Context: an optimization exercise on an open-source flow, tuned for small area, a short achievable clock period and few clock cycles. The choices shown serve that exercise and are no tape-out recipe. At most, simulation tests tie the RTL to the original design; equivalence was not proved. No functional check of the RTL was part of runs 2 and 3. Power and IR drop assume default switching activity.

==> design/flow/design.v <==
module musicbytes_synth (
    input  wire        clk,
    input  wire        rst,
    input  wire        note_valid,
    output wire        note_ready,
    input  wire [7:0]  note_tempo,
    input  wire [3:0]  note_dur,
    input  wire [7:0]  note_vol,
    input  wire [21:0] note_freq,
    output wire        out_valid,
    input  wire        out_ready,
    output wire [15:0] out_sample
);
    localparam [2:0] S_IDLE = 3'd0,    
                     S_NDIV = 3'd1,    
                     S_FMOD = 3'd2,    
                     S_PDIV = 3'd3,    
                     S_CALC = 3'd4,    
                     S_OUT  = 3'd5;    
    reg [2:0]  state;
    reg [4:0]  cnt;
    reg [21:0] freq;
    reg [7:0]  vol;
    reg [8:0]  two_bpm;
    reg [25:0] ndiv_q;       
    reg [9:0]  ndiv_r;
    reg [17:0] n_samp;
    reg [17:0] idx;
    reg [25:0] rem;          
    reg [25:0] step;         
    reg [25:0] phase_r;      
    reg [11:0] ph;
    reg [15:0] sample_q;
    wire [25:0] m_mod = {n_samp, 8'd0};
    wire [7:0] tempo_mod = (note_tempo >= 8'd240) ? note_tempo - 8'd240 :
                           (note_tempo >= 8'd120) ? note_tempo - 8'd120 :
                                                    note_tempo;
    wire [7:0] bpm_in    = tempo_mod + 8'd120;
    wire [3:0] cat_in    = (note_dur >= 4'd9) ? note_dur - 4'd9 : note_dur;
    wire [25:0] x_in     = (26'd165375 << (4'd8 - cat_in)) + {18'd0, bpm_in};
    wire [9:0]  ndiv_t   = {ndiv_r[8:0], ndiv_q[25]};
    wire        ndiv_ge  = ndiv_t >= {1'b0, two_bpm};
    wire [26:0] fmod_t   = {rem, freq[5'd21 - cnt]};
    wire        fmod_ge  = fmod_t >= {1'b0, m_mod};
    wire [26:0] pdiv_t   = {rem, 1'b0};
    wire        pdiv_ge  = pdiv_t >= {1'b0, m_mod};
    wire [26:0] phase_sum  = {1'b0, phase_r} + {1'b0, step};
    wire [25:0] phase_next = (phase_sum >= {1'b0, m_mod}) ? phase_sum[25:0] - m_mod
                                                          : phase_sum[25:0];
    reg [14:0] sine_rom [0:1024];
    initial $readmemh("sine_quarter.hex", sine_rom);
    wire [10:0] rom_addr = ph[10] ? (11'd1024 - {1'b0, ph[9:0]}) : {1'b0, ph[9:0]};
    wire [14:0] sine_mag = sine_rom[rom_addr];
    wire        sine_neg = ph[11];
    wire [22:0] prod     = sine_mag * vol;
    wire [14:0] out_mag  = (prod + 23'd128) >> 8;
    wire [15:0] out_val  = sine_neg ? -{1'b0, out_mag} : {1'b0, out_mag};
    assign note_ready = (state == S_IDLE);
    assign out_valid  = (state == S_OUT);
    assign out_sample = sample_q;
    always @(posedge clk) begin
        if (rst) begin
            state    <= S_IDLE;
            cnt      <= 5'd0;
            freq     <= 22'd0;
            vol      <= 8'd0;
            two_bpm  <= 9'd0;
            ndiv_q   <= 26'd0;
            ndiv_r   <= 10'd0;
            n_samp   <= 18'd0;
            idx      <= 18'd0;
            rem      <= 26'd0;
            step     <= 26'd0;
            phase_r  <= 26'd0;
            ph       <= 12'd0;
            sample_q <= 16'd0;
        end else begin
            case (state)
                S_IDLE: begin
                    if (note_valid) begin
                        freq    <= note_freq;
                        vol     <= note_vol;
                        two_bpm <= {bpm_in, 1'b0};
                        ndiv_q  <= x_in;
                        ndiv_r  <= 10'd0;
                        cnt     <= 5'd0;
                        state   <= S_NDIV;
                    end
                end
                S_NDIV: begin
                    ndiv_r <= ndiv_ge ? ndiv_t - {1'b0, two_bpm} : ndiv_t;
                    ndiv_q <= {ndiv_q[24:0], ndiv_ge};
                    cnt    <= cnt + 5'd1;
                    if (cnt == 5'd25) begin
                        n_samp <= {ndiv_q[16:0], ndiv_ge};
                        rem    <= 26'd0;
                        cnt    <= 5'd0;
                        state  <= S_FMOD;
                    end
                end
                S_FMOD: begin
                    rem <= fmod_ge ? fmod_t[25:0] - m_mod : fmod_t[25:0];
                    cnt <= cnt + 5'd1;
                    if (cnt == 5'd21) begin
                        step    <= fmod_ge ? fmod_t[25:0] - m_mod : fmod_t[25:0];
                        phase_r <= 26'd0;
                        idx     <= 18'd0;
                        rem     <= 26'd0;
                        cnt     <= 5'd0;
                        state   <= S_PDIV;
                    end
                end
                S_PDIV: begin
                    rem <= pdiv_ge ? pdiv_t[25:0] - m_mod : pdiv_t[25:0];
                    ph  <= {ph[10:0], pdiv_ge};
                    cnt <= cnt + 5'd1;
                    if (cnt == 5'd11) begin
                        cnt   <= 5'd0;
                        state <= S_CALC;
                    end
                end
                S_CALC: begin
                    sample_q <= out_val;
                    state    <= S_OUT;
                end
                S_OUT: begin
                    if (out_ready) begin
                        if (idx == n_samp - 18'd1) begin
                            state <= S_IDLE;
                        end else begin
                            idx     <= idx + 18'd1;
                            phase_r <= phase_next;
                            rem     <= phase_next;
                            state   <= S_PDIV;
                        end
                    end
                end
                default: state <= S_IDLE;
            endcase
        end
    end
endmodule
==> design/flow/sine_quarter.hex <==
0000
0032
0065
0097
00c9
00fb
012e
0160
0192
01c4
01f7
0229
025b
028d
02c0
02f2
0324
0356
0389
03bb
03ed
041f
0452
0484
04b6
04e8
051b
054d
057f
05b1
05e3
0616
0648
067a
06ac
06de
0711
0743
0775
07a7
07d9
080b
083e
0870
08a2
08d4
0906
0938
096a
099d
09cf
0a01
0a33
0a65
0a97
0ac9
0afb
0b2d
0b5f
0b92
0bc4
0bf6
0c28
0c5a
0c8c
0cbe
0cf0
0d22
0d54
0d86
0db8
0dea
0e1c
0e4e
0e80
0eb1
0ee3
0f15
0f47
0f79
0fab
0fdd
100f
1041
1072
10a4
10d6
1108
113a
116c
119d
11cf
1201
1233
1264
1296
12c8
12fa
132b
135d
138f
13c0
13f2
1424
1455
1487
14b9
14ea
151c
154d
157f
15b0
15e2
1613
1645
1676
16a8
16d9
170b
173c
176e
179f
17d0
1802
1833
1865
1896
18c7
18f9
192a
195b
198c
19be
19ef
1a20
1a51
1a82
1ab4
1ae5
1b16
1b47
1b78
1ba9
1bda
1c0b
1c3c
1c6d
1c9e
1ccf
1d00
1d31
1d62
1d93
1dc4
1df5
1e26
1e57
1e87
1eb8
1ee9
1f1a
1f4a
1f7b
1fac
1fdd
200d
203e
206f
209f
20d0
2100
2131
2161
2192
21c2
21f3
2223
2254
2284
22b5
22e5
2315
2346
2376
23a6
23d7
2407
2437
2467
2497
24c8
24f8
2528
2558
2588
25b8
25e8
2618
2648
2678
26a8
26d8
2708
2737
2767
2797
27c7
27f7
2826
2856
2886
28b5
28e5
2915
2944
2974
29a3
29d3
2a02
2a32
2a61
2a91
2ac0
2af0
2b1f
2b4e
2b7d
2bad
2bdc
2c0b
2c3a
2c6a
2c99
2cc8
2cf7
2d26
2d55
2d84
2db3
2de2
2e11
2e40
2e6e
2e9d
2ecc
2efb
2f2a
2f58
2f87
2fb6
2fe4
3013
3041
3070
309e
30cd
30fb
312a
3158
3187
31b5
31e3
3211
3240
326e
329c
32ca
32f8
3326
3355
3383
33b1
33df
340c
343a
3468
3496
34c4
34f2
351f
354d
357b
35a8
35d6
3604
3631
365f
368c
36ba
36e7
3715
3742
376f
379c
37ca
37f7
3824
3851
387e
38ab
38d9
3906
3933
3960
398c
39b9
39e6
3a13
3a40
3a6c
3a99
3ac6
3af2
3b1f
3b4c
3b78
3ba5
3bd1
3bfe
3c2a
3c56
3c83
3caf
3cdb
3d07
3d33
3d60
3d8c
3db8
3de4
3e10
3e3c
3e68
3e93
3ebf
3eeb
3f17
3f43
3f6e
3f9a
3fc5
3ff1
401d
4048
4073
409f
40ca
40f6
4121
414c
4177
41a2
41ce
41f9
4224
424f
427a
42a5
42d0
42fa
4325
4350
437b
43a5
43d0
43fb
4425
4450
447a
44a5
44cf
44f9
4524
454e
4578
45a3
45cd
45f7
4621
464b
4675
469f
46c9
46f3
471c
4746
4770
479a
47c3
47ed
4816
4840
4869
4893
48bc
48e5
490f
4938
4961
498a
49b4
49dd
4a06
4a2f
4a58
4a80
4aa9
4ad2
4afb
4b24
4b4c
4b75
4b9d
4bc6
4bee
4c17
4c3f
4c68
4c90
4cb8
4ce0
4d09
4d31
4d59
4d81
4da9
4dd1
4df9
4e20
4e48
4e70
4e98
4ebf
4ee7
4f0e
4f36
4f5d
4f85
4fac
4fd4
4ffb
5022
5049
5070
5097
50be
50e5
510c
5133
515a
5181
51a8
51ce
51f5
521b
5242
5268
528f
52b5
52dc
5302
5328
534e
5374
539b
53c1
53e7
540c
5432
5458
547e
54a4
54c9
54ef
5515
553a
5560
5585
55aa
55d0
55f5
561a
563f
5664
568a
56af
56d3
56f8
571d
5742
5767
578b
57b0
57d5
57f9
581e
5842
5867
588b
58af
58d3
58f8
591c
5940
5964
5988
59ac
59cf
59f3
5a17
5a3b
5a5e
5a82
5aa5
5ac9
5aec
5b0f
5b33
5b56
5b79
5b9c
5bbf
5be2
5c05
5c28
5c4b
5c6e
5c91
5cb3
5cd6
5cf9
5d1b
5d3e
5d60
5d82
5da5
5dc7
5de9
5e0b
5e2d
5e4f
5e71
5e93
5eb5
5ed7
5ef8
5f1a
5f3c
5f5d
5f7f
5fa0
5fc2
5fe3
6004
6025
6047
6068
6089
60aa
60cb
60eb
610c
612d
614e
616e
618f
61af
61d0
61f0
6211
6231
6251
6271
6291
62b1
62d1
62f1
6311
6331
6351
6370
6390
63af
63cf
63ee
640e
642d
644c
646c
648b
64aa
64c9
64e8
6507
6525
6544
6563
6582
65a0
65bf
65dd
65fc
661a
6638
6656
6675
6693
66b1
66cf
66ed
670a
6728
6746
6764
6781
679f
67bc
67da
67f7
6814
6832
684f
686c
6889
68a6
68c3
68e0
68fc
6919
6936
6952
696f
698b
69a8
69c4
69e0
69fd
6a19
6a35
6a51
6a6d
6a89
6aa4
6ac0
6adc
6af8
6b13
6b2f
6b4a
6b65
6b81
6b9c
6bb7
6bd2
6bed
6c08
6c23
6c3e
6c59
6c74
6c8e
6ca9
6cc3
6cde
6cf8
6d13
6d2d
6d47
6d61
6d7b
6d95
6daf
6dc9
6de3
6dfd
6e16
6e30
6e4a
6e63
6e7c
6e96
6eaf
6ec8
6ee1
6efb
6f14
6f2c
6f45
6f5e
6f77
6f90
6fa8
6fc1
6fd9
6ff2
700a
7022
703a
7053
706b
7083
709b
70b2
70ca
70e2
70fa
7111
7129
7140
7158
716f
7186
719d
71b4
71cb
71e2
71f9
7210
7227
723e
7254
726b
7281
7298
72ae
72c4
72db
72f1
7307
731d
7333
7349
735e
7374
738a
739f
73b5
73ca
73e0
73f5
740a
7420
7435
744a
745f
7474
7488
749d
74b2
74c6
74db
74f0
7504
7518
752d
7541
7555
7569
757d
7591
75a5
75b8
75cc
75e0
75f3
7607
761a
762d
7641
7654
7667
767a
768d
76a0
76b3
76c6
76d8
76eb
76fe
7710
7722
7735
7747
7759
776b
777d
778f
77a1
77b3
77c5
77d7
77e8
77fa
780b
781d
782e
783f
7850
7862
7873
7884
7894
78a5
78b6
78c7
78d7
78e8
78f8
7909
7919
7929
7939
794a
795a
796a
7979
7989
7999
79a9
79b8
79c8
79d7
79e6
79f6
7a05
7a14
7a23
7a32
7a41
7a50
7a5f
7a6d
7a7c
7a8b
7a99
7aa8
7ab6
7ac4
7ad2
7ae0
7aee
7afc
7b0a
7b18
7b26
7b33
7b41
7b4f
7b5c
7b69
7b77
7b84
7b91
7b9e
7bab
7bb8
7bc5
7bd2
7bde
7beb
7bf8
7c04
7c10
7c1d
7c29
7c35
7c41
7c4d
7c59
7c65
7c71
7c7d
7c88
7c94
7c9f
7cab
7cb6
7cc1
7ccd
7cd8
7ce3
7cee
7cf9
7d04
7d0e
7d19
7d24
7d2e
7d39
7d43
7d4d
7d57
7d62
7d6c
7d76
7d80
7d89
7d93
7d9d
7da6
7db0
7db9
7dc3
7dcc
7dd5
7ddf
7de8
7df1
7dfa
7e02
7e0b
7e14
7e1d
7e25
7e2e
7e36
7e3e
7e47
7e4f
7e57
7e5f
7e67
7e6f
7e77
7e7e
7e86
7e8d
7e95
7e9c
7ea4
7eab
7eb2
7eb9
7ec0
7ec7
7ece
7ed5
7edc
7ee2
7ee9
7eef
7ef6
7efc
7f02
7f09
7f0f
7f15
7f1b
7f21
7f26
7f2c
7f32
7f37
7f3d
7f42
7f48
7f4d
7f52
7f57
7f5c
7f61
7f66
7f6b
7f70
7f74
7f79
7f7d
7f82
7f86
7f8a
7f8f
7f93
7f97
7f9b
7f9f
7fa2
7fa6
7faa
7fad
7fb1
7fb4
7fb8
7fbb
7fbe
7fc1
7fc4
7fc7
7fca
7fcd
7fd0
7fd2
7fd5
7fd8
7fda
7fdc
7fdf
7fe1
7fe3
7fe5
7fe7
7fe9
7feb
7fec
7fee
7ff0
7ff1
7ff3
7ff4
7ff5
7ff6
7ff7
7ff8
7ff9
7ffa
7ffb
7ffc
7ffd
7ffd
7ffe
7ffe
7ffe
7fff
7fff
7fff
7fff
==> design/flow/run.sh <==
#!/bin/bash
# synth_recipe.tcl (not shown) runs the flow's synth.tcl, then flattens the netlist and writes it again
# the make line also repeats each setting of config.mk as NAME=value (left out here)
make -C /OpenROAD-flow-scripts/flow DESIGN_CONFIG=/design/flow/config.mk WORK_HOME=/design/flow/orfs CLKGATE_MAP_FILE= SYNTH_SCRIPT=/design/flow/synth_recipe.tcl finish
==> design/flow/config.mk <==
export PLATFORM = sky130hd
export DESIGN_NAME = musicbytes_synth
export DESIGN_NICKNAME = musicbytes_synth
export VERILOG_FILES = /design/flow/design.v
export SDC_FILE = /design/flow/constraint.sdc
export NUM_CORES = 4
export LEC_CHECK = 0
export CAP_MARGIN = 20
export CORE_MARGIN = 2
export CORE_UTILIZATION = 30
export SLEW_MARGIN = 20
export SYNTH_MEMORY_MAX_BITS = 16384
==> design/flow/constraint.sdc <==
create_clock -name core_clock -period 12.0 [get_ports {clk}]
set_input_delay 2.4000 -clock core_clock [delete_from_list [all_inputs] [get_ports {clk}]]
set_output_delay 2.4000 -clock core_clock [all_outputs]
set_load 0.01 [all_outputs]
==> PnR_summary.wiki, run 1 <==
{| class="wikitable"
! Metric !! Value
|-
| Highest achievable clock rate || approximately 89 MHz
|-
| Cells after Synth || roughly 4,500
|-
| Buffer depth of the longest clock path || 3
|-
| Number of distinct library cells after synthesis || 106
|-
| Number of hold-repair buffers added at the cts stage || 0
|-
| Critical Path RT || between 10 and 15 ns
|-
| Max-cap violations || 0
|-
| Pwr dens || ~90 nW/um2
|-
| DP Wirelength || ~130 mm
|-
| Internal portion of total power || roughly 1.8 mW
|-
| Syn_area_per_cell || roughly 7 um2
|-
| Resized cells post-CTS || 0
|-
| Count of placed standard cells including taps || around 5,700
|-
| Leftover overflow at the end of global routing || 0
|-
| End-of-flow core utilization || between 30% and 40%
|-
| Comb pwr share || between 40% and 50%
|-
| Largest stage delay on the critical path || about 1.1 ns
|-
| Reported leakage power || about 13 nW
|-
| Post-DR vias/cell || 6.55
|-
| Number of design-rule violations left by the first detailed-router iteration || approximately 5,500
|-
| Number of clock sinks || ~220
|-
| Result of the run || no timing/DRC/antenna violations
|-
| Global-route layer with the greatest usage || met2
|-
| Sequential Power Share || around 30%
|-
| Clock transition at the registers of the reported paths || about 0.07 ns
|-
| Initial core utilization || approximately 30%
|-
| Critical Path Sink Type || register
|-
| Largest family of logic cells by synthesized area || compound AO/OA/AOI/OAI gates
|-
| Detailed-router iteration count before antenna repair || 7
|-
| Part of the total power dissipated in the clock network || between 20% and 30%
|-
| Core Rows || 118
|-
| Layout Area Growth over Synthesis || 10.3%
|-
| Total number of vias || around 38,000
|-
| Multiplexer area fraction after synthesis || just under 4%
|-
| Headroom to the max-slew limit || between 15 and 20%
|-
| Final net count || roughly 4,600
|-
| FFs w/ async S/R, synth || 0%
|-
| Global-route track usage on met3 || 10.0%
|-
| Seq/Total Area, Yosys || ~14%
|-
| Leading cell types in the layout, fill and taps excluded || nand2_1, a21oi_1, nor2_1, o21ai_0, dfxtp_1
|-
| Proportion of layout cells with a drive suffix above 1 || about 8.1%
|-
| TritonCTS clock tree || yes
|-
| First-pass GRT wire length || approximately 250 mm
|-
| H-tree Lvls || 1
|-
| GPL Wtd Cong || between 1 and 1.5
|-
| Clock buffers created by TritonCTS || 24
|-
| Grt met1 use || around 40%
|-
| Worst path top cell family by delay || compound AO/OA/AOI/OAI gates
|-
| Startpoint types || register
|-
| Area of the die || about 110,000 um2
|-
| Vias in the first global route || around 35,000
|-
| Final setup TNS || 0 ns
|-
| Top-Level Pins || between 60 and 70
|-
| Final Instance Count excl. Fillers || between 5,000 and 6,000
|-
| Adder and majority cell fraction of the synthesized area || 12.2%
|-
| Die Y-Extent || roughly 330 um
|-
| Die X-Extent || 327 um
|-
| Yosys warnings || 1
|-
| Number of remaining DRC errors || 0
|-
| Net count after synthesis || 4,757
|-
| Compound-cell area share of the yosys netlist || around 34%
|-
| Number of setup violations in the final report || 0
|-
| Final wirelength || approximately 180 mm
|-
| Clk root buf || clkbuf_16
|-
| Simple-gate area share of the yosys netlist || a little under a quarter
|-
| Unrepaired setup endpoints after global routing || no
|-
| Final period utilization || between 90 and 100%
|-
| Transition time at the pin with the least slew margin || 1.24 ns
|-
| Final Skew || 0.0485 ns
|-
| Data arrival time of the worst path || about 12 ns
|-
| Worst min-delay path category || register to register
|-
| Post-synthesis register bit count || between 200 and 250
|-
| Type of the worst setup path || register to register
|-
| Antenna violations before repair || 11
|-
| # Post-CTS Setup Buffers || 0
|-
| Fin crit period || 11.27 ns
|-
| Most common cell after layout, fill and taps aside || nand2_1
|-
| Fin. Hold Viols || 0
|-
| Post-synth top flop || dfxtp_1
|-
| Standard cell core area || 103,000 um2
|-
| Critical path buffer and inverter count || 6
|-
| DRT antenna net count || 0
|-
| Switching power share of the total || around two fifths
|-
| Highest ir drop seen on vdd || ~0.12 mV
|-
| Average detailed-routed wire length per instance || 31.0 um
|-
| Parity-gate share of the synthesized area counting xor and xnor cells || roughly 4.3%
|-
| Critical-path maximum fanout || 29
|-
| Cell area after technology mapping || ~31,000 um2
|-
| Quantity of I/O buffers inserted on ports || 63
|-
| Maximum number of pins on one net before global-route repair || 94
|-
| Worst Hold Margin || roughly 0.45 ns
|-
| Met2 GRT Util || between 40% and 50%
|-
| Clock insertion delay at the later pin of the skew report || about 0.60 ns
|-
| Global-route usage over all layers || around 32%
|-
| Slew Viols, Final || 0
|-
| Switching power || 1.27 mW
|-
| CP max stage cell || nor4_1
|-
| Count of flip-flops with a built-in enable after synthesis || 0
|}
-- per-layer routing --
| layer | up-vias | wire length (um) |
|---|---|---|
| met3 | 718 | 20900 |
| met2 | 2566 | 74300 |
| li1 | 16300 | - |
| met5 | - | 212 |
| met4 | 14 | 13500 |
| met1 | 18100 | 69200 |
-- power by group through the flow --
stage	Sequential (mW)	Combinational [mW]	Clock [mW]
after global routing	0.931	1.35	0.910
after detailed placement	0.933	1.21	0
after CTS	0.917	1.21	0.886
final	0.918	1.24	0.865
after floorplan	0.877	0.845	0
after global placement	0.933	1.21	0
-- worst min-delay path, cell delays in order, from the launching register on --
cell	delay, ns
dfxtp_1	0.30
nand2_1	0.05
a21oi_1	0.05
-- cells in the mapped netlist (66+ instances only) --
| master | instances | area [um2] |
|---|---|---|
| dfxtp_1 | 223 | 4460 |
| nor2_1 | 356 | 1340 |
| mux2i_1 | 78 | 781 |
| ha_1 | 174 | 2180 |
| fa_1 | 82 | 1640 |
| inv_1 | 180 | 676 |
| a21oi_1 | 410 | 2050 |
| a21o_1 | 67 | 503 |
| a31oi_1 | 69 | 432 |
| nor3_1 | 139 | 696 |
| o21ai_0 | 275 | 1380 |
| nand3_1 | 137 | 686 |
| buf_2 | 140 | 701 |
| o211ai_1 | 77 | 578 |
| a211oi_1 | 113 | 848 |
| and2_1 | 66 | 413 |
| clkbuf_1 | 181 | 679 |
| xnor2_1 | 102 | 893 |
| nand2_1 | 570 | 2140 |
-- stage by stage --
stage	power [mW]	setup WS, ns	area [um2]
after floorplan	1.72	2.20	31300
after global placement	2.14	1.01	33600
after detailed placement	2.14	1.45	33600
after CTS	3.02	1.36	34500
after global routing	3.19	0.367	34500
final	3.03	0.732	34500
-- registers in the layout, indices dropped and copies added, names as in the netlist, 9 cells and up --
| signal | flops |
|---|---|
| freq | 22 |
| idx | 18 |
| n_samp | 18 |
| ndiv_q | 26 |
| ndiv_r | 9 |
| ph | 12 |
| phase_r | 26 |
| rem | 26 |
| sample_q | 16 |
| step | 26 |
-- area by class of cell --
cell class / count / area (um2)
Inverter: 190 / 724
Fill cell: 11300 / 69000
Tap cell: 1380 / 1730
Sequential cell: 223 / 4470
Clock inverter: 12 / 244
Clock buffer: 31 / 657
Antenna cell: 6 / 15.0
Multi-Input combinational cell: 3658 / 24500
Timing Repair Buffer: 244 / 2130
-- final timing paths --
| kind | from | to | slack (ns) | cells after the start |
|---|---|---|---|---|
| setup / recovery | ph[0]$_SDFFE_PP0P_ | sample_q[15]$_SDFFE_PP0P_ | 0.73 | 34 |
| hold / removal | freq[15]$_SDFFE_PP0P_ | freq[15]$_SDFFE_PP0P_ | 0.45 | 2 |
| setup reg to reg | ph[0]$_SDFFE_PP0P_ | sample_q[15]$_SDFFE_PP0P_ | 0.73 | 34 |
| hold reg to reg | freq[15]$_SDFFE_PP0P_ | freq[15]$_SDFFE_PP0P_ | 0.45 | 2 |
-- kinds of logic (layout without fill, tap and decap cells) --
kind of cell | after synthesis | in the layout
DFF | 223 | 223
buffers and inverters | 574 | 477
and+or+nand+nor | 1567 | 1567
muxes | 103 | 103
AOI/OAI and AO/OA | 1582 | 1582
xor gates and xnor gates | 150 | 150
adders and majority gates | 256 | 256
other | 0 | 6
Testbench counts, summed over its fixed seeds: cycles 25,293,506.
==> inputs of run 2 (changes only) <==
==> design/flow/design.v (replaced) <==
module musicbytes_synth (
    input  wire        clk,
    input  wire        rst,
    input  wire        note_valid,
    output wire        note_ready,
    input  wire [7:0]  note_tempo,
    input  wire [3:0]  note_dur,
    input  wire [7:0]  note_vol,
    input  wire [21:0] note_freq,
    output wire        out_valid,
    input  wire        out_ready,
    output wire [15:0] out_sample
);
    localparam [2:0] S_IDLE  = 3'd0,    
                     S_PREP  = 3'd1,    
                     S_DIV1A = 3'd2,    
                     S_DIV1B = 3'd3,    
                     S_DIV2  = 3'd4,    
                     S_LAST  = 3'd5,    
                     S_RUN   = 3'd6;    
    localparam [17:0] X_BASE = 18'd165375;
    reg [2:0]  state;
    reg [4:0]  k;
    reg [17:0] e;            
    reg [18:0] q;            
    reg [17:0] dreg;         
    reg [11:0] dph;
    reg [11:0] ph;
    reg        c;
    reg [17:0] cnt;          
    reg [7:0]  vol;
    reg [10:0] addr;
    reg        sa, va;
    reg [14:0] mag;
    reg        sr, vr;
    reg [15:0] outq;
    reg        ov;
    wire run   = (state == S_RUN);
    wire div1a = (state == S_DIV1A);
    wire div1  = div1a | (state == S_DIV1B);
    wire div2  = (state == S_DIV2);
    wire stall   = ov & ~out_ready;
    wire drained = ~va & ~vr & ~ov;
    wire [3:0]  cp_in = (note_dur >= 4'd9) ? 5'd17 - note_dur : 4'd8 - note_dur;
    wire [7:0]  tm    = dreg[7:0];
    wire [7:0]  bpm   = (tm < 8'd120) ? tm + 8'd120 :
                        (tm < 8'd240) ? tm : tm - 8'd120;
    wire        bit_in = div1a ? X_BASE[k] : div2 & dreg[17];
    wire [17:0] op_a   = run ? dreg : e;
    wire        cin    = ~run & bit_in;
    wire [17:0] op_b   = div1 ? {10'd0, dreg[7:0]} : q[18:1];
    wire        bin    = ~div1 & q[0];
    wire [18:0] t      = {1'b0, e} + {1'b0, op_a} + {18'd0, cin};
    wire [19:0] u      = {1'b0, t} - {2'b0, op_b} - {19'd0, bin};
    wire        ge     = ~u[19];
    wire [17:0] e_nx   = ge ? u[17:0] : t[17:0];
    wire        last   = (cnt == {17'd0, ~q[0]});
    wire        to_div2 = (div1a & (k == 5'd0) & (cnt[3:0] == 4'd0)) |
                          ((state == S_DIV1B) & (cnt[3:0] == 4'd1));
    reg [14:0] sine_rom [0:1024];
    initial $readmemh("sine_quarter.hex", sine_rom);
    wire [10:0] addr_nx = ph[10] ? (11'd1024 - {1'b0, ph[9:0]}) : {1'b0, ph[9:0]};
    wire [23:0] scaled  = mag * vol + (sr ? 24'hffff80 : 24'd128);
    wire [15:0] out_val = scaled[23:8] ^ {16{sr}};
    assign note_ready = (state == S_LAST) & drained;
    assign out_valid  = ov;
    assign out_sample = outq;
    always @(posedge clk) begin
        if (rst) begin
            state <= S_IDLE;
            va    <= 1'b0;
            vr    <= 1'b0;
            ov    <= 1'b0;
        end else begin
            if (!stall) begin
                va <= run;
                vr <= va;
                ov <= vr;
            end
            case (state)
                S_IDLE:  if (note_valid) state <= S_PREP;
                S_PREP:  state <= S_DIV1A;
                S_DIV1A: if (k == 5'd0) state <= to_div2 ? S_DIV2 : S_DIV1B;
                S_DIV1B: if (to_div2) state <= S_DIV2;
                S_DIV2:  if (k == 5'd0) state <= S_LAST;
                S_LAST:  if (drained && note_valid) state <= S_RUN;
                S_RUN:   if (!stall && last) state <= S_IDLE;
                default: state <= S_IDLE;
            endcase
        end
    end
    always @(posedge clk) begin
        case (state)
            S_IDLE: begin
                dreg[7:0] <= note_tempo;
                cnt[3:0]  <= cp_in;
            end
            S_PREP: begin
                dreg[7:0] <= bpm;
                e         <= 18'd0;
                q         <= 19'd0;
                k         <= 5'd17;
            end
            S_DIV1A, S_DIV1B: begin
                e <= e_nx;
                q <= {q[17:0], ge};
                k <= k - 5'd1;
                if (!div1a) cnt[3:0] <= cnt[3:0] - 4'd1;
                if (to_div2) begin
                    e                <= 18'd0;
                    {dreg, cnt[3:0]} <= note_freq;
                    k                <= 5'd25;
                end
            end
            S_DIV2: begin
                e                <= e_nx;
                dph              <= {dph[10:0], ge};
                {dreg, cnt[3:0]} <= {dreg[16:0], cnt[3:0], 1'b0};
                k                <= k - 5'd1;
                if (k == 5'd0) dreg <= e_nx;
            end
            S_LAST: begin
                cnt <= q[18:1];
                ph  <= 12'd0;
                c   <= 1'b0;
                if (drained) vol <= note_vol;
            end
            S_RUN: begin
                if (!stall) begin
                    ph  <= ph + dph + {11'd0, c};
                    e   <= e_nx;
                    c   <= ge;
                    cnt <= cnt - 18'd1;
                end
            end
            default: ;
        endcase
        if (!stall) begin
            addr <= addr_nx;
            sa   <= ph[11];
            mag  <= sine_rom[addr];
            sr   <= sa;
            outq <= out_val;
        end
    end
endmodule
==> run 2 against run 1 <==
Clock skew is 0.028 ns lower. Setup slack better by 4.2 ns. Clock power is 35% lower. Global-route usage is 3.3 points lower. Cell count is 27% lower. Critical endpoint is now dreg[14]$_DFFE_PP_. Largest power group unchanged.
==> PnR_summary.wiki, run 2 <==
{| class="wikitable"
! Metric !! Value
|-
| Clock transition at the registers of the reported paths || 0.08 ns (was 0.07 ns)
|-
| Total number of vias || 27,400 (was 37,600)
|-
| Cell area after technology mapping || 24,500 um2 (was 31,300 um2)
|-
| CP max stage cell || dfxtp_1 (was nor4_1)
|-
| Antenna violations before repair || 5 (was 11)
|-
| Transition time at the pin with the least slew margin || 1.33 ns (was 1.24 ns)
|-
| Reported leakage power || 10.0 nW (was 13.2 nW)
|-
| Worst path depth || 24 (was 34)
|-
| Max reg flops || 19
|-
| Core Rows || 104 (was 118)
|-
| # Post-CTS Setup Buffers || 0 (unchanged)
|-
| Number of cells traversed by the worst hold path || 0 (was 2)
|-
| Average detailed-routed wire length per instance || 29.5 um (was 31.0 um)
|-
| Number of remaining DRC errors || 0 (unchanged)
|-
| Syn_area_per_cell || 7.53 um2 (was 7.02 um2)
|-
| Die X-Extent || 290 um (was 327 um)
|-
| Count of placed standard cells including taps || 4,173 (was 5,694)
|-
| Cells after Synth || 3,261 (was 4,455)
|-
| Leading cell types in the layout, fill and taps excluded || nand2_1, nor2_1, o21ai_0, a21oi_1, inv_1 (was nand2_1, a21oi_1, nor2_1, o21ai_0, dfxtp_1)
|-
| Leading cell types by total area after synthesis || edfxtp_1, fa_1, ha_1 (was dfxtp_1, ha_1, nand2_1)
|-
| Cell type with the highest aggregate area in the netlist || edfxtp_1 (was dfxtp_1)
|-
| Startpoint types || register (unchanged)
|-
| GPL Wtd Cong || 1.09 (was 1.11)
|-
| Maximum number of pins on one net before global-route repair || 133 (was 94)
|-
| Final period utilization || 59.1% (was 93.9%)
|-
| DP Wirelength || 86.5 mm (was 130 mm)
|-
| Routed length on met1 || 48.3 mm (was 69.2 mm)
|-
| TritonCTS clock tree || yes (unchanged)
|-
| H-tree Lvls || 4 (was 1)
|-
| Headroom to the max-slew limit || 11.2% (was 16.7%)
|-
| Result of the run || no timing/DRC/antenna violations (unchanged)
|-
| Final setup TNS || 0 ns (unchanged)
|-
| Seq/Total Area, Yosys || 19.5% (was 14.3%)
|-
| Highest metal layer with signal wires || met5 (unchanged)
|-
| Fin. Hold Viols || 0 (unchanged)
|-
| Max-cap violations || 0 (unchanged)
|-
| Slew Viols, Final || 0 (unchanged)
|-
| Worst path top cell family by delay || compound AO/OA/AOI/OAI gates (unchanged)
|-
| Final Instance Count excl. Fillers || 4,209 (was 5,744)
|-
| Initial core utilization || 30.4% (was 30.2%)
|-
| Post-synthesis register bit count || 161 (was 223)
|-
| Final net count || 3,417 (was 4,643)
|-
| Standard cell core area || 80,800 um2 (was 103,000 um2)
|-
| Reg2reg path depth || 24 (was 34)
|-
| Cell Area, Placed || 25,800 um2 (was 33,600 um2)
|-
| Post-DR vias/cell || 6.50 (was 6.55)
|-
| Number of hold-repair buffers added at the cts stage || 0 (unchanged)
|-
| Wire length on met3 || 15.9 mm (was 20.9 mm)
|-
| Worst Hold Margin || 0.421 ns (was 0.451 ns)
|-
| Clock insertion delay at the later pin of the skew report || 0.46 ns (was 0.60 ns)
|-
| Unrepaired setup endpoints after global routing || no (unchanged)
|-
| Number of clock sinks || 161 (was 223)
|-
| Yosys warnings || 1 (unchanged)
|-
| Share of the synthesized area in the top cell type || 19.0% (was 14.3%)
|-
| Number of distinct library cells after synthesis || 103 (was 106)
|-
| Fin crit period || 7.09 ns (was 11.27 ns)
|-
| Post-layout instance area || 26,400 um2 (was 34,500 um2)
|-
| Vias in the first global route || 26,000 (was 35,300)
|-
| Highest ir drop seen on vdd || 0.537 mV (was 0.120 mV)
|-
| Final wirelength || 124 mm (was 178 mm)
|-
| Total design power || 5.17 mW (was 3.03 mW)
|-
| Clock buffers created by TritonCTS || 17 (was 24)
|-
| Detailed-router iteration count before antenna repair || 9 (was 7)
|-
| Quantity of I/O buffers inserted on ports || 63 (unchanged)
|-
| Worst min-delay path category || register to register (unchanged)
|-
| Net count after synthesis || 3,545 (was 4,757)
|-
| Critical Path Sink Type || register (unchanged)
|-
| Top-Level Pins || 64 (unchanged)
|-
| Area occupied by multi-input gates || 17,900 um2 (was 24,500 um2)
|-
| DRT antenna net count || 0 (unchanged)
|-
| Library cell with the highest instance count after synthesis || nand2_1 (unchanged)
|-
| Met2 WL || 50.4 mm (was 74.3 mm)
|-
| Critical Path RT || 12.29 ns (was 12.43 ns)
|-
| Critical-path maximum fanout || 29 (unchanged)
|-
| Pwr dens || 195 nW/um2 (was 87.7 nW/um2)
|-
| Number of setup violations in the final report || 0 (unchanged)
|-
| Clk root buf || clkbuf_16 (unchanged)
|-
| Final Skew || 0.0208 ns (was 0.0485 ns)
|-
| Count of fill cells added during filler insertion || 8,696 (was 11,300)
|-
| FFs w/ async S/R, synth || 0% (unchanged)
|-
| Proportion of layout cells with a drive suffix above 1 || 6.04% (was 8.05%)
|-
| Critical path buffer and inverter count || 4 (was 6)
|-
| List of cells traversed by the critical path || clkinv_1 > nor2_1 > buf_4 > a21oi_1 > nor2_1 > fa_1 > inv_1 > fa_1 > nor2b_1 > o31a_1 > o21ai_1 > a21oi_1 > xor2_1 > or2_2 > nand2_1 > ha_1 > and3_1 > and3_1 > nand2_1 > o211ai_1 > a311o_1 > buf_4 > mux2_2 > o21ai_1
|-
| Most common cell after layout, fill and taps aside || nand2_1 (unchanged)
|-
| Sequential cell area || 4770 um2 (was 4470 um2)
|-
| Layout Area Growth over Synthesis || 7.73% (was 10.3%)
|-
| Top cell types by occurrence after synthesis || nand2_1, nor2_1, o21ai_0, a21oi_1, inv_1 (was nand2_1, a21oi_1, nor2_1, o21ai_0, dfxtp_1)
|-
| Buffer depth of the longest clock path || 2 (was 3)
|-
| Global-route usage over all layers || 28.8% (was 32.1%)
|-
| Resized cells post-CTS || 0 (unchanged)
|-
| Post-synth top flop || edfxtp_1 (was dfxtp_1)
|-
| Type of the worst setup path || register to register (unchanged)
|-
| Reg with most FFs || q
|-
| Area of the die || 84,100 um2 (was 107,000 um2)
|-
| Data arrival time of the worst path || 7.37 ns (was 11.70 ns)
|-
| First-pass GRT wire length || 181 mm (was 255 mm)
|-
| Die Y-Extent || 290 um (was 327 um)
|-
| Leftover overflow at the end of global routing || 0 (unchanged)
|-
| Number of design-rule violations left by the first detailed-router iteration || 4,749 (was 5,498)
|-
| Count of flip-flops with a built-in enable after synthesis || 155 (was 0)
|-
| Highest achievable clock rate || 141 MHz (was 88.7 MHz)
|-
| Largest stage delay on the critical path || 0.93 ns (was 1.05 ns)
|}
==> run 2: changes by cell type after synthesis, sizes merged, moves of 43 or more <==
cell	change
nor2	-62
nor3	-43
buf	-56
nand2	-175
clkbuf	-44
a211oi	-43
dfxtp	-217
mux2i	-63
edfxtp	+155
nand3	-67
a21oi	-144
==> run 2: path summary, 6_finish.rpt <==
kind                                             from                  to  slack, ns
worst max-delay path            state[1]$_SDFFE_PP0P_  dreg[14]$_DFFE_PP_       4.91
worst min-delay path                     sa$_DFFE_PN_        sr$_DFFE_PN_       0.42
worst max register to register  state[1]$_SDFFE_PP0P_  dreg[14]$_DFFE_PP_       4.91
worst min register to register           sa$_DFFE_PN_        sr$_DFFE_PN_       0.42
==> run 2: per-stage QoR <==
stage	util, %	worst slack (ns)
final	32.7	4.91
after CTS	32.7	5.05
after floorplan	-	6.07
after detailed placement	31.9	5.09
after global routing	32.7	4.30
after global placement	31.9	5.31
==> run 2: area by class of cell <==
type,instances,share of cell area [%]
tap,1060,5.02
inverter,165,2.35
timing repair buffer,137,4.63
clock buffer,17,1.61
multi-input combinational,2651,67.6
sequential,161,18.1
clock inverter,15,0.696
antenna,3,0.0284
==> run 2: layer usage <==
layer,track usage (%),vias to the layer above
met3,9.40,559
met1,37.2,13000
met2,41.6,2141
met5,0,-
li1,-,11700
met4,17.4,6
==> run 2: report_power, final <==
group | switching, mW | leakage (nW) | internal [mW]
combinational | 2.18 | 8.18 | 1.51
sequential | 0.121 | 1.54 | 0.794
clock | 0.277 | 0.295 | 0.282
total | 2.58 | 10.0 | 2.58
==> run 2: logic make-up (layout without fill, tap and decap cells) <==
| family | count (synthesis) | count (layout) | synth area share, % |
|---|---|---|---|
| simple gates | 1154 | 1154 | 22.0 |
| other cells | 0 | 3 | 0 |
| fa+ha+maj | 238 | 238 | 15.1 |
| mux | 39 | 39 | 2.29 |
| xor+xnor | 96 | 96 | 3.43 |
| buf+inv | 449 | 334 | 7.82 |
| flops | 161 | 161 | 19.5 |
| compound gates | 1124 | 1124 | 29.9 |
==> inputs of run 3 (changes only) <==
--- a/design/flow/design.v
+++ b/design/flow/design.v
@@ -35,6 +35,7 @@
     reg        sr, vr;
     reg [15:0] outq;
     reg        ov;
+    reg        nr;           
     wire run   = (state == S_RUN);
     wire div1a = (state == S_DIV1A);
     wire div1  = div1a | (state == S_DIV1B);
@@ -46,12 +47,11 @@
     wire [7:0]  bpm   = (tm < 8'd120) ? tm + 8'd120 :
                         (tm < 8'd240) ? tm : tm - 8'd120;
     wire        bit_in = div1a ? X_BASE[k] : div2 & dreg[17];
-    wire [17:0] op_a   = run ? dreg : e;
-    wire        cin    = ~run & bit_in;
+    wire [18:0] t_run  = {1'b0, e} + {1'b0, dreg};
+    wire [18:0] t      = run ? t_run : {e, bit_in};
     wire [17:0] op_b   = div1 ? {10'd0, dreg[7:0]} : q[18:1];
-    wire        bin    = ~div1 & q[0];
-    wire [18:0] t      = {1'b0, e} + {1'b0, op_a} + {18'd0, cin};
-    wire [19:0] u      = {1'b0, t} - {2'b0, op_b} - {19'd0, bin};
+    wire        cin_u  = div1 | ~q[0];
+    wire [19:0] u      = {1'b0, t} + {2'b11, ~op_b} + {19'd0, cin_u};
     wire        ge     = ~u[19];
     wire [17:0] e_nx   = ge ? u[17:0] : t[17:0];
     wire        last   = (cnt == {17'd0, ~q[0]});
@@ -60,9 +60,9 @@
     reg [14:0] sine_rom [0:1024];
     initial $readmemh("sine_quarter.hex", sine_rom);
     wire [10:0] addr_nx = ph[10] ? (11'd1024 - {1'b0, ph[9:0]}) : {1'b0, ph[9:0]};
-    wire [23:0] scaled  = mag * vol + (sr ? 24'hffff80 : 24'd128);
+    wire [23:0] scaled  = mag * vol + 24'hffff80 + {15'd0, ~sr, 8'd0};
     wire [15:0] out_val = scaled[23:8] ^ {16{sr}};
-    assign note_ready = (state == S_LAST) & drained;
+    assign note_ready = nr;
     assign out_valid  = ov;
     assign out_sample = outq;
     always @(posedge clk) begin
@@ -71,7 +71,9 @@
             va    <= 1'b0;
             vr    <= 1'b0;
             ov    <= 1'b0;
+            nr    <= 1'b0;
         end else begin
+            nr <= (state == S_LAST) & drained & ~(nr & note_valid);
             if (!stall) begin
                 va <= run;
                 vr <= va;
@@ -83,7 +85,7 @@
                 S_DIV1A: if (k == 5'd0) state <= to_div2 ? S_DIV2 : S_DIV1B;
                 S_DIV1B: if (to_div2) state <= S_DIV2;
                 S_DIV2:  if (k == 5'd0) state <= S_LAST;
-                S_LAST:  if (drained && note_valid) state <= S_RUN;
+                S_LAST:  if (nr && note_valid) state <= S_RUN;
                 S_RUN:   if (!stall && last) state <= S_IDLE;
                 default: state <= S_IDLE;
             endcase
@@ -123,7 +125,7 @@
                 cnt <= q[18:1];
                 ph  <= 12'd0;
                 c   <= 1'b0;
-                if (drained) vol <= note_vol;
+                if (nr) vol <= note_vol;
             end
             S_RUN: begin
                 if (!stall) begin
--- a/design/flow/config.mk
+++ b/design/flow/config.mk
@@ -5,6 +5,7 @@
 export SDC_FILE = /design/flow/constraint.sdc
 export NUM_CORES = 4
 export LEC_CHECK = 0
+export ABC_AREA = 1
 export CAP_MARGIN = 20
 export CORE_MARGIN = 2
 export CORE_UTILIZATION = 30
==> run 3 against run 2 <==
Critical path depth shrank 1. Clock skew is 0.0038 ns higher. Synthesized cell count rose by 0.89%. Count of clock-buffer cells in the layout stayed put. Design area is 7.2% lower. Setup slack gained 1.2 ns. Combinational power is 13% higher. First-iteration DRC count is 21% lower. Non-clock buffer count decreased by 18. Wire length fell by 11%. Via count fell by 7.6%. Largest cell class unchanged. Highest routed layer unchanged.
==> PnR_summary.wiki, run 3 <==
{| class="wikitable"
! Metric !! Value
|-
| Unrepaired setup endpoints after global routing || no (unchanged)
|-
| Fin crit period || 5.90 ns (was 7.09 ns)
|-
| Launch point of the worst path || vol[2]$_DFFE_PP_ (was state[1]$_SDFFE_PP0P_)
|-
| Clock transition at the registers of the reported paths || 0.07 ns (was 0.08 ns)
|-
| Count of flip-flops with a built-in enable after synthesis || 155 (unchanged)
|-
| Seq/Total Area, Yosys || 21.5% (was 19.5%)
|-
| Max reg flops || 19 (unchanged)
|-
| Leftover overflow at the end of global routing || 0 (unchanged)
|-
| Reported leakage power || 11.1 nW (was 10.0 nW)
|-
| Transition time at the pin with the least slew margin || 1.21 ns (was 1.33 ns)
|-
| First-pass GRT wire length || 163 mm (was 181 mm)
|-
| Top cell types by occurrence after synthesis || nand2_1, inv_1, nor2_1, a21oi_1, o21ai_0 (was nand2_1, nor2_1, o21ai_0, a21oi_1, inv_1)
|-
| Initial core utilization || 30.4% (about the same)
|-
| Core Rows || 99 (was 104)
|-
| Highest ir drop seen on vdd || 0.305 mV (was 0.537 mV)
|-
| Final wirelength || 111 mm (was 124 mm)
|-
| Leading cell types by total area after synthesis || edfxtp_1, nand2_1, ha_1 (was edfxtp_1, fa_1, ha_1)
|-
| Clock buffers created by TritonCTS || 17 (unchanged)
|-
| Number of setup violations in the final report || 0 (unchanged)
|-
| Post-synthesis register bit count || 162 (was 161)
|-
| Detailed-router iteration count before antenna repair || 7 (was 9)
|-
| Number of distinct library cells after synthesis || 75 (was 103)
|-
| Final period utilization || 49.1% (was 59.1%)
|-
| Vias in the first global route || 24,500 (was 26,000)
|-
| Yosys warnings || 1 (unchanged)
|-
| H-tree Lvls || 4 (unchanged)
|-
| Post-DR vias/cell || 5.97 (was 6.50)
|-
| FFs w/ async S/R, synth || 0% (unchanged)
|-
| Top-Level Pins || 64 (unchanged)
|-
| Most common cell after layout, fill and taps aside || nand2_1 (unchanged)
|-
| GPL Wtd Cong || 1.04 (was 1.09)
|-
| Average detailed-routed wire length per instance || 26.2 um (was 29.5 um)
|-
| Critical Path RT || 12.21 ns (was 12.29 ns)
|-
| Final Instance Count excl. Fillers || 4,236 (was 4,209)
|-
| Type of the worst setup path || register to register (unchanged)
|-
| Number of hold-repair buffers added at the cts stage || 0 (unchanged)
|-
| Startpoint types || register (unchanged)
|-
| Worst reg2reg startpoint || vol[2]$_DFFE_PP_ (was state[1]$_SDFFE_PP0P_)
|-
| Total design power || 5.84 mW (was 5.17 mW)
|-
| Global-route usage over all layers || 28.2% (was 28.8%)
|-
| Final Skew || 0.0245 ns (was 0.0208 ns)
|-
| Net count after synthesis || 3,572 (was 3,545)
|-
| Number of cells traversed by the worst hold path || 0 (unchanged)
|-
| Antenna violations before repair || 7 (was 5)
|-
| Final setup TNS || 0 ns (unchanged)
|-
| Number of clock sinks || 162 (was 161)
|-
| Maximum number of pins on one net before global-route repair || 76 (was 133)
|-
| Clock insertion delay at the later pin of the skew report || 0.46 ns (about the same)
|-
| Worst Hold Margin || 0.423 ns (was 0.421 ns)
|-
| Fin. Hold Viols || 0 (unchanged)
|-
| Area of the die || 76,400 um2 (was 84,100 um2)
|-
| Cells after Synth || 3,290 (was 3,261)
|-
| Sequential Power Share || 18.9% (was 17.7%)
|-
| Max-cap violations || 0 (unchanged)
|-
| Leading cell types in the layout, fill and taps excluded || nand2_1, inv_1, a21oi_1, nor2_1, o21ai_0 (was nand2_1, nor2_1, o21ai_0, a21oi_1, inv_1)
|-
| Critical Path Sink Type || register (unchanged)
|-
| Post-synth top flop || edfxtp_1 (unchanged)
|-
| Switching power || 2.96 mW (was 2.58 mW)
|-
| DRT antenna net count || 0 (unchanged)
|-
| Total number of vias || 25,300 (was 27,400)
|-
| Headroom to the max-slew limit || 19.1% (was 11.2%)
|-
| # Post-CTS Setup Buffers || 0 (unchanged)
|-
| Switching power share of the total || 50.7% (was 50.0%)
|-
| Number of design-rule violations left by the first detailed-router iteration || 3,741 (was 4,749)
|-
| Die X-Extent || 276 um (was 290 um)
|-
| Final net count || 3,545 (was 3,417)
|-
| Pwr dens || 238 nW/um2 (was 195 nW/um2)
|-
| Clk root buf || clkbuf_16 (unchanged)
|-
| Highest achievable clock rate || 170 MHz (was 141 MHz)
|-
| Die Y-Extent || 276 um (was 290 um)
|-
| Quantity of I/O buffers inserted on ports || 63 (unchanged)
|-
| Part of the total power dissipated in the clock network || 9.9% (was 10.8%)
|-
| Sequential cell area || 4790 um2 (was 4770 um2)
|-
| Buffer depth of the longest clock path || 2 (unchanged)
|-
| Data arrival time of the worst path || 6.10 ns (was 7.37 ns)
|-
| Cell area after technology mapping || 22,300 um2 (was 24,500 um2)
|-
| Count of fill cells added during filler insertion || 7,947 (was 8,696)
|-
| Reg2reg path depth || 23 (was 24)
|-
| TritonCTS clock tree || yes (unchanged)
|-
| Number of remaining DRC errors || 0 (unchanged)
|-
| Cell type with the highest aggregate area in the netlist || edfxtp_1 (unchanged)
|-
| Endpoint of the worst register-to-register path || outq[14]$_DFFE_PN_ (was dreg[14]$_DFFE_PP_)
|-
| Standard cell core area || 73,200 um2 (was 80,800 um2)
|-
| Share of the synthesized area in the top cell type || 20.9% (was 19.0%)
|-
| Reg with most FFs || q (unchanged)
|-
| Result of the run || no timing/DRC/antenna violations (unchanged)
|-
| Worst min-delay path category || register to register (unchanged)
|-
| Library cell with the highest instance count after synthesis || nand2_1 (unchanged)
|-
| Register-to-register setup slack || 6.10 ns (was 4.91 ns)
|-
| Critical-path maximum fanout || 15 (was 29)
|-
| Hold Startpoint || sa$_DFFE_PN_ (unchanged)
|-
| Count of placed standard cells including taps || 4,203 (was 4,173)
|-
| Comb pwr share || 71.2% (was 71.4%)
|-
| Resized cells post-CTS || 0 (unchanged)
|-
| Internal portion of total power || 2.87 mW (was 2.58 mW)
|-
| DP Wirelength || 80.5 mm (was 86.5 mm)
|-
| Syn_area_per_cell || 6.77 um2 (was 7.53 um2)
|-
| Sink of the worst hold path || sr$_DFFE_PN_ (unchanged)
|-
| Layout Area Growth over Synthesis || 10.1% (was 7.73%)
|-
| Slew Viols, Final || 0 (unchanged)
|-
| Area occupied by multi-input gates || 15,100 um2 (was 17,900 um2)
|-
| Proportion of layout cells with a drive suffix above 1 || 5.10% (was 6.04%)
|}
-- run 3: cell count changes after synthesis, sizes merged, moves of 61 or more --
cell	change
nor3	-61
inv	+289
nand2	+387
and2	-104
buf	-104
nand3	+84
-- run 3: worst max path at each step --
stage	endpoint	depth (start not counted)
6_report	outq[14]$_DFFE_PN_	23
5_1_grt	outq[14]$_DFFE_PN_	23
4_1_cts	outq[14]$_DFFE_PN_	23
3_5_place_dp	outq[14]$_DFFE_PN_	23
3_3_place_gp	outq[14]$_DFFE_PN_	23
2_1_floorplan	outq[14]$_DFFE_PN_	24
-- run 3: logic make-up (layout without fill, tap and decap cells) --
| logic type | after synthesis | in the layout | share of synthesized area [%] |
|---|---|---|---|
| simple gates | 1336 | 1336 | 25.2 |
| compound gates | 847 | 847 | 23.2 |
| buf+inv | 624 | 610 | 10.8 |
| fa+ha+maj | 236 | 236 | 16.0 |
| flops | 162 | 162 | 21.5 |
| xor+xnor | 85 | 85 | 3.34 |
| other cells | 0 | 1 | 0 |
-- run 3: layout make-up --
cell class / instances / area share, %
well taps: 959 / 4.89
clock inverters: 15 / 0.684
diodes: 1 / 0.0102
clock buffers: 17 / 1.73
flip-flops and latches: 162 / 19.5
repair buffers: 119 / 4.49
multi-input cells: 2504 / 61.6
inverters: 459 / 7.04
-- run 3: power by group through the flow --
stage	registers (mW)	clock network, mW	logic [mW]
floorplan	1.06	0	3.15
global placement	1.11	0	4.11
detailed placement	1.12	0	4.10
CTS	1.11	0.587	4.13
global route	1.13	0.605	4.73
finish	1.10	0.575	4.16
-- run 3: stage by stage --
step,util (%),setup slack [ns],area [um2]
after floorplan,-,6.52,22300
after global placement,32.7,6.11,23900
after detailed placement,32.7,6.07,23900
after CTS,33.5,6.06,24500
after global routing,33.5,5.59,24500
final,33.5,6.10,24500
-- run 3: worst max-delay path, stage by stage (launching register included) --
cell and delay, ns:
edfxtp_1 0.68, nand2_1 0.15, fa_1 0.55, inv_1 0.05, fa_1 0.53, fa_1 0.44
fa_1 0.54, inv_1 0.05, fa_1 0.49, inv_1 0.04, ha_1 0.32, nand2_1 0.10
nor2_1 0.05, a211oi_1 0.17, nand2_1 0.13, a21o_1 0.23, a21oi_1 0.20, o21ai_0 0.20
a31oi_1 0.34, inv_1 0.08, nand2_1 0.06, nand2_1 0.05, xor2_1 0.13, inv_1 0.05
-- run 3: routing by layer --
metal  GRT usage (%)  vias to the layer above  part of all wire (%)
li1                -                    11100                     -
met1            36.6                    11900                    40
met2            42.0                     1798                    41
met3            8.46                      500                    12
met4            15.1                       10                   6.5
met5               0                        -                 0.054
==> inputs of run 4 (changes only) <==
==> design/flow/design.v (replaced) <==
module musicbytes_synth (
    input  wire        clk,
    input  wire        rst,
    input  wire        note_valid,
    output wire        note_ready,
    input  wire [7:0]  note_tempo,
    input  wire [3:0]  note_dur,
    input  wire [7:0]  note_vol,
    input  wire [21:0] note_freq,
    output wire        out_valid,
    input  wire        out_ready,
    output wire [15:0] out_sample
);
    localparam [2:0] S_IDLE = 3'd0,    
                     S_PREP = 3'd1,    
                     S_DIV1 = 3'd2,    
                     S_DIV2 = 3'd3,    
                     S_LAST = 3'd4,    
                     S_RUN  = 3'd5;    
    reg [2:0]  state;
    reg [4:0]  k;
    reg [17:0] e;            
    reg [18:0] q;            
    reg [17:0] dreg;         
    reg [3:0]  ext;          
    reg [11:0] dph;
    reg [11:0] ph;
    reg        c;
    reg [17:0] cnt;          
    reg [7:0]  vol;
    reg [14:0] mag;
    reg        sg1, v1;
    reg [15:0] outq;
    reg        ov;
    wire run   = (state == S_RUN);
    wire div1  = (state == S_DIV1);
    wire div2  = (state == S_DIV2);
    wire stall   = ov & ~out_ready;
    wire drained = ~v1 & ~ov;
    wire [3:0]  cp_in = (note_dur >= 4'd9) ? 4'd17 - note_dur : 4'd8 - note_dur;
    wire [7:0]  tm    = dreg[7:0];
    wire [7:0]  bpm   = (tm < 8'd120) ? tm + 8'd120 :
                        (tm < 8'd240) ? tm : tm - 8'd120;
    wire [25:0] xconst = 26'd165375 << cnt[3:0];
    wire        bit_in = div1 ? xconst[k] : dreg[17];
    wire [17:0] op_a   = run ? dreg : e;
    wire        cin    = run ? 1'b0 : bit_in;
    wire [17:0] op_b   = div1 ? {10'd0, dreg[7:0]} : q[18:1];
    wire        bin    = div1 ? 1'b0 : q[0];
    wire [18:0] t      = {1'b0, e} + {1'b0, op_a} + {18'd0, cin};
    wire [19:0] u      = {1'b0, t} - {2'b0, op_b} - {19'd0, bin};
    wire        ge     = ~u[19];
    wire [17:0] e_nx   = ge ? u[17:0] : t[17:0];
    wire        last   = (cnt == {17'd0, ~q[0]});
    reg [14:0] sine_rom [0:1024];
    initial $readmemh("sine_quarter.hex", sine_rom);
    wire [10:0] rom_addr = ph[10] ? (11'd1024 - {1'b0, ph[9:0]}) : {1'b0, ph[9:0]};
    wire [14:0] sine_mag = sine_rom[rom_addr];
    wire [22:0] prod     = mag * vol;
    wire [14:0] out_mag  = (prod + 23'd128) >> 8;
    wire [15:0] out_val  = sg1 ? -{1'b0, out_mag} : {1'b0, out_mag};
    assign note_ready = (state == S_LAST) & drained;
    assign out_valid  = ov;
    assign out_sample = outq;
    always @(posedge clk) begin
        if (rst) begin
            state <= S_IDLE;
            v1    <= 1'b0;
            ov    <= 1'b0;
        end else begin
            if (!stall) begin
                v1 <= run;
                ov <= v1;
            end
            case (state)
                S_IDLE: if (note_valid) state <= S_PREP;
                S_PREP: state <= S_DIV1;
                S_DIV1: if (k == 5'd0) state <= S_DIV2;
                S_DIV2: if (k == 5'd0) state <= S_LAST;
                S_LAST: if (drained && note_valid) state <= S_RUN;
                S_RUN:  if (!stall && last) state <= S_IDLE;
                default: state <= S_IDLE;
            endcase
        end
    end
    always @(posedge clk) begin
        case (state)
            S_IDLE: begin
                dreg[7:0] <= note_tempo;
                cnt[3:0]  <= cp_in;
            end
            S_PREP: begin
                dreg[7:0] <= bpm;
                e         <= 18'd0;
                k         <= 5'd25;
            end
            S_DIV1: begin
                e <= e_nx;
                q <= {q[17:0], ge};
                k <= k - 5'd1;
                if (k == 5'd0) begin
                    e           <= 18'd0;
                    {dreg, ext} <= note_freq;
                    k           <= 5'd25;
                end
            end
            S_DIV2: begin
                e           <= e_nx;
                dph         <= {dph[10:0], ge};
                {dreg, ext} <= {dreg[16:0], ext, 1'b0};
                k           <= k - 5'd1;
                if (k == 5'd0) dreg <= e_nx;
            end
            S_LAST: begin
                cnt <= q[18:1];
                ph  <= 12'd0;
                c   <= 1'b0;
                if (drained) vol <= note_vol;
            end
            S_RUN: begin
                if (!stall) begin
                    ph  <= ph + dph + {11'd0, c};
                    e   <= e_nx;
                    c   <= ge;
                    cnt <= cnt - 18'd1;
                end
            end
            default: ;
        endcase
        if (!stall) begin
            mag  <= sine_mag;
            sg1  <= ph[11];
            outq <= out_val;
        end
    end
endmodule
--- a/design/flow/config.mk
+++ b/design/flow/config.mk
@@ -5,7 +5,6 @@
 export SDC_FILE = /design/flow/constraint.sdc
 export NUM_CORES = 4
 export LEC_CHECK = 0
-export ABC_AREA = 1
 export CAP_MARGIN = 20
 export CORE_MARGIN = 2
 export CORE_UTILIZATION = 30
==> run 4 against run 3 <==
Fmax fell by 26%. Synthesized area up 12%. Register-to-register slack got worse by 2.0 ns. Total power decreased by 35%. Utilization is 0.27 points lower. Clock skew down 0.0041 ns. Critical path type unchanged. Critical endpoint is now dreg[0]$_DFFE_PP_. Largest power group unchanged.
==> PnR_summary.wiki, run 4 <==
{| class="wikitable"
! Metric !! Value
|-
| Max-cap violations || 0 (unchanged)
|-
| Unrepaired setup endpoints after global routing || no (unchanged)
|-
| Resized cells post-CTS || 0 (unchanged)
|-
| Data arrival time of the worst path || 8.11 ns (was 6.10 ns)
|-
| Headroom to the max-slew limit || 15.9% (was 19.1%)
|-
| Clock transition at the registers of the reported paths || 0.07 ns (about the same)
|-
| Total number of vias || 28,800 (was 25,300)
|-
| Quantity of I/O buffers inserted on ports || 63 (unchanged)
|-
| Critical Path RT || 12.17 ns (was 12.21 ns)
|-
| Vias in the first global route || 26,700 (was 24,500)
|-
| Count of flip-flops with a built-in enable after synthesis || 147 (was 155)
|-
| Proportion of layout cells with a drive suffix above 1 || 7.50% (was 5.10%)
|-
| Library cell appearing most often on the critical path || a21oi_1
|-
| Reported leakage power || 10.3 nW (was 11.1 nW)
|-
| Layout Area Growth over Synthesis || 9.68% (was 10.1%)
|-
| Global-route usage over all layers || 29.5% (was 28.2%)
|-
| Post-layout instance area || 27,300 um2 (was 24,500 um2)
|-
| Die X-Extent || 292 um (was 276 um)
|-
| Number of setup violations in the final report || 0 (unchanged)
|-
| Fin. Hold Viols || 0 (unchanged)
|-
| First-pass GRT wire length || 188 mm (was 163 mm)
|-
| Net count after synthesis || 3,635 (was 3,572)
|-
| Final setup TNS || 0 ns (unchanged)
|-
| Syn_area_per_cell || 7.41 um2 (was 6.77 um2)
|-
| Post-place setup slack || 4.05 ns (was 6.07 ns)
|-
| Yosys warnings || 2 (was 1)
|-
| Average detailed-routed wire length per instance || 30.0 um (was 26.2 um)
|-
| Die Y-Extent || 292 um (was 276 um)
|-
| Clock buffers created by TritonCTS || 17 (unchanged)
|-
| Number of clock sinks || 152 (was 162)
|-
| Final wirelength || 131 mm (was 111 mm)
|-
| Highest achievable clock rate || 126 MHz (was 170 MHz)
|-
| Post-DR vias/cell || 6.61 (was 5.97)
|-
| Result of the run || no timing/DRC/antenna violations (unchanged)
|-
| Cell type with the highest aggregate area in the netlist || edfxtp_1 (unchanged)
|-
| Transition time at the pin with the least slew margin || 1.23 ns (was 1.21 ns)
|-
| Post-layout worst setup margin || 4.06 ns (was 6.10 ns)
|-
| Total design power || 3.77 mW (was 5.84 mW)
|-
| Clock insertion delay at the later pin of the skew report || 0.47 ns (was 0.46 ns)
|-
| Leading cell types in the layout, fill and taps excluded || nand2_1, a21oi_1, o21ai_0, nor2_1, inv_1 (was nand2_1, inv_1, a21oi_1, nor2_1, o21ai_0)
|-
| Worst Hold Margin || 0.453 ns (was 0.423 ns)
|-
| Maximum number of pins on one net before global-route repair || 112 (was 76)
|-
| Cell area after technology mapping || 24,900 um2 (was 22,300 um2)
|-
| Max reg flops || 19 (unchanged)
|-
| Antenna violations before repair || 7 (unchanged)
|-
| DP Wirelength || 92.5 mm (was 80.5 mm)
|-
| Critical Path Sink Type || register (unchanged)
|-
| Library cell with the highest instance count after synthesis || nand2_1 (unchanged)
|-
| Post-synth top flop || edfxtp_1 (unchanged)
|-
| Post-synthesis register bit count || 152 (was 162)
|-
| Clk root buf || clkbuf_16 (unchanged)
|-
| Final Instance Count excl. Fillers || 4,355 (was 4,236)
|-
| DRT antenna net count || 0 (unchanged)
|-
| Top cell types by occurrence after synthesis || nand2_1, a21oi_1, o21ai_0, nor2_1, inv_1 (was nand2_1, inv_1, nor2_1, a21oi_1, o21ai_0)
|-
| GPL Wtd Cong || 1.09 (was 1.04)
|-
| Core Rows || 105 (was 99)
|-
| Largest stage delay on the critical path || 0.59 ns (was 0.68 ns)
|-
| Detailed-router iteration count before antenna repair || 7 (unchanged)
|-
| Area of the die || 85,200 um2 (was 76,400 um2)
|-
| Highest ir drop seen on vdd || 0.333 mV (was 0.305 mV)
|-
| Type of the worst setup path || register to register (unchanged)
|-
| Worst min-delay path category || register to register (unchanged)
|-
| Leftover overflow at the end of global routing || 0 (unchanged)
|-
| Startpoint types || register (unchanged)
|-
| Seq/Total Area, Yosys || 18.1% (was 21.5%)
|-
| Cell Area, Placed || 26,600 um2 (was 23,900 um2)
|-
| Standard cell core area || 82,100 um2 (was 73,200 um2)
|-
| Pwr dens || 138 nW/um2 (was 238 nW/um2)
|-
| Number of distinct library cells after synthesis || 110 (was 75)
|-
| Final net count || 3,548 (was 3,545)
|-
| Buffer depth of the longest clock path || 2 (unchanged)
|-
| Final Skew || 0.0205 ns (was 0.0245 ns)
|-
| Share of the synthesized area in the top cell type || 17.7% (was 20.9%)
|-
| Most common cell after layout, fill and taps aside || nand2_1 (unchanged)
|-
| Leading cell types by total area after synthesis || edfxtp_1, ha_1, a21oi_1 (was edfxtp_1, nand2_1, ha_1)
|-
| Final period utilization || 66.2% (was 49.1%)
|-
| Slew Viols, Final || 0 (unchanged)
|-
| Fin crit period || 7.94 ns (was 5.90 ns)
|-
| End-of-flow core utilization || 33.2% (was 33.5%)
|-
| Critical-path maximum fanout || 21 (was 15)
|-
| Initial core utilization || 30.3% (was 30.4%)
|-
| Number of hold-repair buffers added at the cts stage || 0 (unchanged)
|-
| H-tree Lvls || 4 (unchanged)
|-
| # Post-CTS Setup Buffers || 0 (unchanged)
|-
| Number of design-rule violations left by the first detailed-router iteration || 5,030 (was 3,741)
|-
| CP max stage cell || o31a_1 (was edfxtp_1)
|-
| TritonCTS clock tree || yes (unchanged)
|-
| Reg with most FFs || q (unchanged)
|-
| Number of remaining DRC errors || 0 (unchanged)
|-
| Count of placed standard cells including taps || 4,319 (was 4,203)
|-
| Cells after Synth || 3,356 (was 3,290)
|-
| Count of fill cells added during filler insertion || 8,796 (was 7,947)
|-
| Top-Level Pins || 64 (unchanged)
|-
| FFs w/ async S/R, synth || 0% (unchanged)
|}
[run 4: kinds of logic (layout without fill, tap and decap cells)]
logic type,after synthesis,count (layout),synth area share (%)
other cells,0,3,0
flops,152,152,18.1
buf+inv,473,399,7.96
mux,55,55,2.46
xor+xnor,100,100,3.67
simple gates,1109,1109,21.3
compound gates,1234,1234,32.3
fa+ha+maj,233,233,14.2
[run 4: report_power, final]
group          leakage [nW]  switching [mW]  internal, mW
clock                 0.292           0.252         0.332
sequential             1.44          0.0662         0.667
combinational          8.55            1.43          1.02
[run 4: layer usage]
metal	GRT usage [%]	up-vias	routed length (um)
met5	0	-	51
met4	17.1	8	9370
met3	10.9	609	17300
met2	42.8	2128	53500
met1	37.4	13800	50300
li1	-	12200	-
[run 4: final cells by class]
class                   count  area [um2]  area share (%)
clock inverters            15         188           0.688
diodes                      3        7.51          0.0275
flip-flops and latches    152        4510            16.5
inverters                 195         738            2.71
clock buffers              17         425            1.56
repair buffers            172        1470            5.39
well taps                1070        1340            4.91
multi-input cells        2731       18600            68.2
[run 4: worst max-delay path, delay by kind of cell, from the launching register on]
family,cells,cell delay (ns)
adders and majority gates,5,1.59
and+or+nand+nor,4,0.61
muxes,1,0.47
buffers and inverters,5,0.75
xor gates and xnor gates,1,0.18
DFF,1,0.58
AOI/OAI and AO/OA,14,3.49
[run 4: final timing paths]
check / start / end / slack [ns] / cells past startpoint
min reg2reg: dph[0]$_DFFE_PP_ / dph[1]$_DFFE_PP_ / 0.45 / 0
max: cnt[0]$_DFFE_PP_ / dreg[0]$_DFFE_PP_ / 4.06 / 30
max reg2reg: cnt[0]$_DFFE_PP_ / dreg[0]$_DFFE_PP_ / 4.06 / 30
min: dph[0]$_DFFE_PP_ / dph[1]$_DFFE_PP_ / 0.45 / 0
Testbench counts of run 4, summed over its fixed seeds: cycles 1,809,167.

afterwards: timing with drivers on the ports:
How much do the figures lean on ideal ports? The routed layouts below were timed once more, with nothing changed but the port constraints. Step 1 sets driving cells, clkbuf_16 on the clock port and buf_2 on the other inputs (assumed; they add their load-dependent delay and slew). Step 2 times the ports against the registers' clock, not the clock port: input delays grow and output delays shrink by t, the midpoint of the rising clock arrivals with the driver on. Three values: ideal, step 1, step 2; two values: the first two.
run | shift t [ns] | slack for setup (ns) | worst slew at a driven data input, ns
run 1 | 0.635 | 0.732 / 0.732 / 0.732 | 0.08
run 2 | 0.501 | 4.912 / 4.912 / 4.912 | 0.08
run 3 | 0.502 | 6.104 / 6.104 / 6.104 | 0.05
run 4 | 0.516 | 4.059 / 4.059 / 4.059 | 0.08
After both steps setup and hold are still met in every run listed.
